Background: an optimization exercise with open tools, aiming at small area, a short achievable clock period and few clock cycles. Do not read the settings as production practice. In this exercise RTL edits were held to simulation tests only and were not proved equivalent to the original. Power and IR drop assume default switching activity.

Design jtlvi_core, start of the top module:
module jtlvi_core (
  input             clk,
  input             rst,         
  input             bus_valid,
  input             bus_we,
  input      [7:0]  bus_addr,
  input      [31:0] bus_wdata,
  output reg        rsp_valid,
  output reg [31:0] rsp_rdata,
  output reg        rsp_err,
  output reg        irq
);
Settings: LEC_CHECK=0, CAP_MARGIN=30, CORE_MARGIN=2, CORE_UTILIZATION=40, PLACE_DENSITY=0.6, SLEW_MARGIN=30; clock period 14.0 ns.
standard.sh (not shown) runs the stock make flow with config.mk's settings and CLKGATE_MAP_FILE= SYNTH_SCRIPT=/design/flow/synth_recipe.tcl, a recipe that flattens the netlist after the stock synthesis.
==> flow/flow/run.sh <==
#!/bin/bash
set -euo pipefail
bash standard.sh SETUP_SLACK_MARGIN=9.0 ABC_CLOCK_PERIOD_IN_PS=4500 finish > standard_flow.log 2>&1
The baseline finished but failed the layout checks on antenna violations.
Testbench counts at the start, summed over its fixed seeds: cycles 29,842.
Edit:
--- a/flow/design.v
+++ b/flow/design.v
@@ -280,30 +280,28 @@
   reg [20:0] best, last;
   reg [31:0] wtl;
   wire [15:0] btag = wtl[31:16];
   reg [15:0] tc0, tc1, tc2, tc3, tc4, tc5, tc6, tc7;
   reg [2:0]  tr0, tr1, tr2, tr3, tr4, tr5, tr6, tr7;
   reg        tcm;           
   reg [2:0]  nq;            
   wire [15:0] ns_tag = wtl[15:0];   
   reg [7:0]  ns_d;
   reg [7:0]  bd;
-  wire [16:0] y1, y2, y3, y4, y5, y6, y7, y8s;
-  jtlvi_add17 u_y1 (.x({1'b0, ck}), .y({8'd0, cs_b1, 1'b0}), .s(y1));
-  jtlvi_add17 u_y2 (.x({1'b0, ck}), .y({6'd0, cs_p2}), .s(y2));
-  jtlvi_add17 u_y3 (.x({1'b0, ck}), .y({5'd0, cs_p3}), .s(y3));
-  jtlvi_add17 u_y4 (.x({1'b0, ck}), .y({4'd0, cs_p4}), .s(y4));
-  jtlvi_add17 u_y5 (.x({1'b0, ck}), .y({3'd0, cs_p5}), .s(y5));
-  jtlvi_add17 u_y6 (.x({1'b0, ck}), .y({2'd0, cs_p6}), .s(y6));
-  jtlvi_add17 u_y7 (.x({1'b0, ck}), .y({1'd0, cs_p7}), .s(y7));
-  jtlvi_add17 u_y8 (.x({1'b0, ck}), .y(cs_p8), .s(y8s));
-  wire [17:0] y8 = {cs_p8[16] & ~y8s[16], y8s};
+  wire [16:0] y1 = {1'b0, ck} + {8'd0, cs_b1, 1'b0};
+  wire [16:0] y2 = {1'b0, ck} + {6'd0, cs_p2};
+  wire [16:0] y3 = {1'b0, ck} + {5'd0, cs_p3};
+  wire [16:0] y4 = {1'b0, ck} + {4'd0, cs_p4};
+  wire [16:0] y5 = {1'b0, ck} + {3'd0, cs_p5};
+  wire [16:0] y6 = {1'b0, ck} + {2'd0, cs_p6};
+  wire [16:0] y7 = {1'b0, ck} + {1'd0, cs_p7};
+  wire [17:0] y8 = {2'b0, ck} + {1'b0, cs_p8};
   wire g1 = y1[1] ^ y1[16], g2 = y2[2] ^ y2[16], g3 = y3[3] ^ y3[16], g4 = y4[4] ^ y4[16];
   wire g5 = y5[5] ^ y5[16], g6 = y6[6] ^ y6[16];
   wire c1 = ck[0];
   wire k1 = c1;                         
   wire k2 = c1 & g1;
   wire k3 = c1 & g1 & g2;
   wire k4 = c1 & g1 & g2 & g3;
   wire k5 = c1 & g1 & g2 & g3 & g4;
   wire k6 = c1 & g1 & g2 & g3 & g4 & g5;
   wire k7 = c1 & g1 & g2 & g3 & g4 & g5 & g6;
@@ -383,26 +381,21 @@
       3'd6: hdr = wwin[79:48];
       3'd7: hdr = wwin[71:40];
       3'd0: hdr = wwin[63:32];
       3'd1: hdr = wwin[55:24];
       3'd2: hdr = wwin[47:16];
       3'd3: hdr = wwin[39:8];
       default: hdr = wwin[31:0];
     endcase
   wire        h_due = wk_act && (off <= sbase + 9'd4);
   wire        h_two = h_due && !d_end && !d_th && (off <= sbase) && (hdr[15:2] == 14'd0);
-  wire [8:0]  rem3  = rem - 9'd3;
-  wire [8:0]  off4  = off + 9'd4;
-  wire [16:0] hs, ho;
-  jtlvi_add17 u_hs (.x({8'd0, rem3}), .y({8'd0, ~hdr[8:0]}), .s(hs));
-  jtlvi_add17 u_ho (.x({8'd0, off4}), .y({8'd0, hdr[8:0]}), .s(ho));
-  wire        h_tv  = (hdr[15:9] != 7'd0) || !hs[9];
+  wire        h_tv  = ({7'd0, drem4} < hdr[15:0]);
   wire [31:0] wA = rd[63:32], wB = rd[31:0];
   wire        bval = (wrem >= 6'd2);
   wire [5:0]  tag_err_A = (wA[31:16] != 16'd0) ? E_TAG_RANGE :
                           (wA[15:0] == 16'hFFFF) ? E_TAG_RESERVED : 6'd0;
   wire [5:0]  tag_err_B = (wB[31:16] != 16'd0) ? E_TAG_RANGE :
                           (wB[15:0] == 16'hFFFF) ? E_TAG_RESERVED : 6'd0;
   wire [5:0]  len_err_A = (wA[31:16] != 16'd0) ? E_VALUE_LENGTH : 6'd0;
   wire [5:0]  len_err_B = (wB[31:16] != 16'd0) ? E_VALUE_LENGTH : 6'd0;
   wire        lzA = (wA == 32'd0), lleA = le256(wA);
   function ovl_out(input [8:0] b1, input lz1, input [8:0] l1);
@@ -613,22 +606,22 @@
             end else if (d_th) begin
               wk_act <= 1'b0; wk_ev <= W_TH;
             end else if (hdr[31:16] == 16'hFFFF) begin
               wk_act <= 1'b0; wk_ev <= W_END1;
             end else if (h_tv) begin
               wk_act <= 1'b0; wk_ev <= W_TV; wtl <= hdr;
             end else if (d_cap) begin
               wk_act <= 1'b0; wk_ev <= W_CAP;
             end else begin
               xs0 = X0_INC;
-              off <= ho[8:0];
-              rem <= hs[8:0];
+              off <= off + 9'd4 + hdr[8:0];
+              rem <= rem - 9'd4 - hdr[8:0];
             end
           end
           if (dstall) begin
             dstall <= 1'b0;
             sbase  <= sbase + 9'd8;
             prv    <= {tc2[7:0], tc3};
             if (dlast) begin
               setpe(a0[7:0] + 8'd4);
               state_n = S_DCKW;
             end else
Result: This time the run completed with no timing, DRC or antenna violations. Combinational power falls by about a fifth. Non-clock buffer count rises by 10. Synthesized cell count falls slightly. Utilization is about the same. Hold slack loses 0.015 ns. Area after synthesis falls slightly.
Testbench counts after the change, summed over its fixed seeds: cycles 29,842.

[what the ideal ports hide]
In the flow no input, the clock included, has a driving cell. The finished layouts below were timed again as built, in two steps.
Step 1 (the two cells are an assumption about what drives the block):
set clk [get_ports {clk}]
set_driving_cell -lib_cell sky130_fd_sc_hd__clkbuf_16 $clk
set_driving_cell -lib_cell sky130_fd_sc_hd__buf_2 [delete_from_list [all_inputs] $clk]
Step 2, shift: input delay + t, output delay - t, t = (earliest + latest rising clock arrival at the registers) / 2. This alone moves slack from input paths to output paths.
a / b / c = ideal / step 1 / step 2; a / b = the first two.
run	t (ns)	setup WS [ns]	slew at the worst register clock pin (ns)	pins driven straight from the clock port
the first run	1.133	8.913 / 8.821 / 7.688	0.07 / 0.07	1
the second run	1.119	8.807 / 8.807 / 7.877	0.07 / 0.07	1
For the first run, which loses most, drivers alone change the setup slack by -0.092 ns; drivers and shift together by -1.225 ns.
